This is an optimization exercise on Yosys and OpenROAD, whose aim is small area, not a production implementation.
Where RTL was checked, it was by simulation tests only, not by an equivalence proof against the original.
No activity file was given, so power comes from the tool's default toggle rates. No driver is modelled on the clock port, so clocking that relies on it looks cheaper here than on a real chip.

// imps_core
module imps_core (
    input  wire        clk,
    input  wire        rst,
    input  wire [31:0] cfg_ninstr,
    input  wire [31:0] cfg_entry,
    input  wire [15:0] cfg_memsize,
    output wire        imem_req,
    output wire [31:0] imem_addr,
    input  wire        imem_ready,
    input  wire [31:0] imem_rdata,
    output wire        dmem_req,
    output wire        dmem_we,
    output wire [3:0]  dmem_be,
    output wire [15:0] dmem_addr,
    output wire [31:0] dmem_wdata,
    input  wire        dmem_ready,
    input  wire [31:0] dmem_rdata,
    output wire        sys_req,
    output wire [31:0] sys_num,
    output wire [31:0] sys_a0,
    output wire [31:0] sys_a1,
    output wire [31:0] sys_a2,
    input  wire        sys_ack,
    input  wire        sys_wr,
    input  wire [31:0] sys_ret,
    input  wire        sys_fault,
    input  wire [31:0] sys_fault_addr,
    output wire        ret_valid,
    output wire [31:0] ret_pc,
    output wire        ret_we,
    output wire [4:0]  ret_rd,
    output wire [31:0] ret_wdata,
    output reg  [1:0]  status,
    output reg  [2:0]  fault_code,
    output wire [31:0] fault_info,
    output wire [2:0]  fault_width,
    output wire [31:0] pc_out
);
For scale: about 2,400 cells after synthesis, about 1,100 flip-flops, ~570 I/O pins.
Settings: LEC_CHECK=0, CAP_MARGIN=20, CORE_MARGIN=2, CORE_UTILIZATION=40, CTS_BUF_LIST=sky130_fd_sc_hd__clkbuf_8, CTS_CLUSTER_DIAMETER=40, CTS_CLUSTER_SIZE=12, PLACE_DENSITY=0.6, SLEW_MARGIN=20; clock period 13.0 ns.
run.sh (not shown) runs the stock make flow with config.mk's settings and CLKGATE_MAP_FILE= SYNTH_SCRIPT=/design/flow/synth_recipe.tcl, a recipe that flattens the netlist after the stock synthesis.
The baseline completed with no timing, DRC or antenna violations.
Then changed:
--- a/flow/config.mk
+++ b/flow/config.mk
@@ -11,3 +11,3 @@
-export CTS_BUF_LIST = sky130_fd_sc_hd__clkbuf_8
-export CTS_CLUSTER_DIAMETER = 40
-export CTS_CLUSTER_SIZE = 12
+export CTS_BUF_LIST = sky130_fd_sc_hd__clkbuf_16
+export CTS_CLUSTER_DIAMETER = 100
+export CTS_CLUSTER_SIZE = 30
Result:
- synthesized area is unchanged
- power falls by 7.8%
- setup slack is better by 0.0065 ns
- global-route usage is lower by 0.65 points
- hold slack is better by 0.025 ns
- routed wire length falls by 2.5%
- sequential share of layout area goes up by 1.9 points
Function was not checked in any run of this note: the RTL went through the layout flow alone.

========
== oak ==
imps_core, a different RTL version from the one above (not shown whole).
Size: roughly 0.033 sq mm of cells after synthesis.
Settings: LEC_CHECK=0, CAP_MARGIN=0, CORE_MARGIN=2, CORE_UTILIZATION=40, CTS_BUF_LIST=sky130_fd_sc_hd__clkbuf_16, CTS_CLUSTER_DIAMETER=100, CTS_CLUSTER_SIZE=30, PLACE_DENSITY=0.6, SLEW_MARGIN=0; clock period 13.0 ns.
standard.sh (not shown) runs the stock make flow with config.mk's settings and CLKGATE_MAP_FILE= SYNTH_SCRIPT=/design/flow/synth_recipe.tcl, a recipe that flattens the netlist after the stock synthesis.
==> flow/flow/run.sh <==
#!/bin/bash
# Layout flow: the standard ORFS flow (standard.sh: unchanged synthesis,
# floorplan, power grid, placement, CTS, routing) with two layout choices:
#  - the buffers buffer_ports puts on every input and output port are the
#    platform's smallest buffer cell instead of the default choice;
set -euo pipefail
export BUFFER_PORTS_ARGS="-buffer_cell sky130_fd_sc_hd__buf_1"
export CTS_ARGS="-sink_clustering_enable -repair_clock_nets -sink_clustering_size 30 -sink_clustering_max_diameter 100 -buf_list sky130_fd_sc_hd__clkbuf_16 -dont_use_dummy_load"
bash standard.sh > standard_flow.log 2>&1
#### Input delta (pine over oak)
- swapping 0 for 20 in CAP_MARGIN
- putting GPL_ROUTABILITY_DRIVEN at 0 where nothing was set
- swapping 0 for 20 in SLEW_MARGIN
- putting GPL_TIMING_DRIVEN at 0 where nothing was set
[summary]
pine finished every step from synthesis to the final layout, and the layout passed the timing, design-rule and antenna checks.
Per the final summary, oak finished and its layout is clean on timing, DRC and antenna.
Changes observed in pine relative to oak: area taken by multi-input logic gates was more or less identical, routed length on met1 was more or less identical, number of non-clock buffers in the layout went up by 53%.
Final non-filler cell area ends up lower on oak.
Measured against each other, pine and oak differ in power, the higher figure coming from pine.
Taking oak as the reference, in pine post-synthesis cell area has remained practically unchanged; global-route wire length before repair up 5.5%; pin count of the biggest net entering global routing went down 39; routed wire length went up by 4.2%.
Inputs modified between pine and birch:
- GPL_TIMING_DRIVEN removed (was 0)
- GPL_ROUTABILITY_DRIVEN removed (was 0)
==> run notes <==
- pine -> birch: leftover overflow at the end of global routing delta 0, exact match
- birch vs pine, cell count went down by 307.
- Comparing pine and birch, met2 usage in global routing is lower on birch.
- Compared with pine, birch ends up with a smaller final cell area.
- birch vs pine, time the final worst path needs with I/O delays and setup went down by 940 ps.
- Going from pine to birch, clock network power share moved up, placed standard-cell area went down 5.9%, via count lower, clock skew grew by 15 ps.
- From pine to birch the numbers moved as follows: sequential share of layout area went up 3.9 points; share of the clock period used by the worst path went down 7.2 points.

========
run 1:
Another version of the RTL of imps_core (not shown whole).
For scale: ~2300 cells after synthesis, roughly 570 I/O pins.
==> flow/config.mk <==
export PLATFORM = sky130hd
export DESIGN_NAME = imps_core
export DESIGN_NICKNAME = imps_core
export VERILOG_FILES = /design/flow/design.v
export SDC_FILE = /design/flow/constraint.sdc
export NUM_CORES = 4
export LEC_CHECK = 0
export CAP_MARGIN = 20
export CORE_MARGIN = 2
export CORE_UTILIZATION = 65
export CTS_BUF_LIST = sky130_fd_sc_hd__clkbuf_16
export CTS_CLUSTER_DIAMETER = 100
export CTS_CLUSTER_SIZE = 30
export PLACE_DENSITY = 0.8
export SLEW_MARGIN = 20
==> flow/constraint.sdc <==
create_clock -name core_clock -period 13.0 [get_ports {clk}]
set_input_delay 2.6000 -clock core_clock [delete_from_list [all_inputs] [get_ports {clk}]]
set_output_delay 2.6000 -clock core_clock [all_outputs]
set_load 0.01 [all_outputs]
==> flow/flow/run.sh <==
#!/bin/bash
# Layout flow: the standard ORFS flow (standard.sh: unchanged synthesis,
# floorplan, power grid, placement, CTS, routing) with two layout choices:
#  - the buffers buffer_ports puts on every input and output port are the
#    platform's smallest buffer cell instead of the default choice;
set -euo pipefail
export BUFFER_PORTS_ARGS="-buffer_cell sky130_fd_sc_hd__buf_1"
export CTS_ARGS="-sink_clustering_enable -repair_clock_nets -sink_clustering_size 36 -sink_clustering_max_diameter 80 -buf_list sky130_fd_sc_hd__clkbuf_16 -dont_use_dummy_load"
bash standard.sh > standard_flow.log 2>&1
Run 1 closes out successfully: all stages finished, all timing, DRC and antenna checks passed.
Here is what was changed in the inputs of run 2 compared with run 1.
- swapping 0.8 for 0.6 in PLACE_DENSITY
- swapping 65 for 40 in CORE_UTILIZATION
-- flow/flow/run.sh --
<<< run 1, line 7
export BUFFER_PORTS_ARGS="-buffer_cell sky130_fd_sc_hd__buf_1"
export CTS_ARGS="-sink_clustering_enable -repair_clock_nets -sink_clustering_size 36 -sink_clustering_max_diameter 80 -buf_list sky130_fd_sc_hd__clkbuf_16 -dont_use_dummy_load"
bash standard.sh > standard_flow.log 2>&1
>>> run 2, line 7
export BUFFER_PORTS_ARGS="-buffer_cell sky130_fd_sc_hd__buf_1"
export CTS_ARGS="-sink_clustering_enable -repair_clock_nets -sink_clustering_size 30 -sink_clustering_max_diameter 100 -buf_list sky130_fd_sc_hd__clkbuf_16 -dont_use_dummy_load"
bash standard.sh > standard_flow.log 2>&1
==> run notes <==
Delta (run 2 minus run 1): sequential power level, cell count rose by 408, worst setup slack dropped 0.19 ns.
Changes in run 3 relative to run 2:
- PLACE_DENSITY changed from 0.6 to 0.8
- CORE_UTILIZATION changed from 40 to 65
### Flow results
[compare] base=run 2 new=run 3: amount of wire on met2 after detailed routing shrank by about 7%; number of global-route vias before repair grew by 520; wire length shrank by about 10%.
Post-CTS setup repair buffer count came out exactly the same in run 2 and run 3.
Growth of design area from synthesis to finish down 1.7 points in run 3 wrt run 2
Run 3 vs run 2: wire length of the first global-routing pass down by a little under 10%
Summary: power, run 3 better than run 2
Delta (run 3 minus run 2): final period utilization lost 1.3 points, total number of vias picked up an extra about 0.65%.

-- static timing again, ports no longer ideal --
No port has a modelled driver above. Below, the same layouts with a new extraction and two added sets of constraints.
Step 1 (the two cells are an assumption about what drives the block):
set clk [get_ports {clk}]
set_driving_cell -lib_cell sky130_fd_sc_hd__clkbuf_16 $clk
set_driving_cell -lib_cell sky130_fd_sc_hd__buf_2 [delete_from_list [all_inputs] $clk]
Step 2 adds t to the input delays and takes it off the output delays; t is the mean of the earliest and latest rising clock arrival at the registers after step 1. Input paths then give back, and output paths get back, about the clock's delay inside the block.
Slacks: no drivers / after step 1 / after step 2; pairs: no drivers / after step 1.
| run | t, ns | slack for setup (ns) | worst data-port slew with drivers (ns) | cell pins on the clock port's net |
|---|---|---|---|---|
| the first run of note 1 | 0.826 | 7.190 / 7.190 / 7.088 | 0.09 | 1 |
| the second run of note 1 | 0.667 | 7.196 / 7.196 / 7.128 | 0.09 | 1 |
| oak | 0.652 | 7.504 / 7.436 / 7.666 | 0.14 | 1 |
| pine | 0.649 | 6.568 / 6.505 / 6.749 | 0.15 | 1 |
| birch | 0.652 | 7.503 / 7.435 / 7.667 | 0.14 | 1 |
| run 1 | 0.629 | 7.632 / 7.632 / 7.587 | 0.09 | 1 |
| run 2 | 0.658 | 7.439 / 7.376 / 7.528 | 0.21 | 1 |
| run 3 | 0.629 | 7.607 / 7.580 / 7.563 | 0.11 | 1 |
After both steps setup and hold are still met in every run listed. The setup slack of the first run of note 1, which loses most, moves by 0.000 ns with the drivers and by -0.102 ns with both steps.
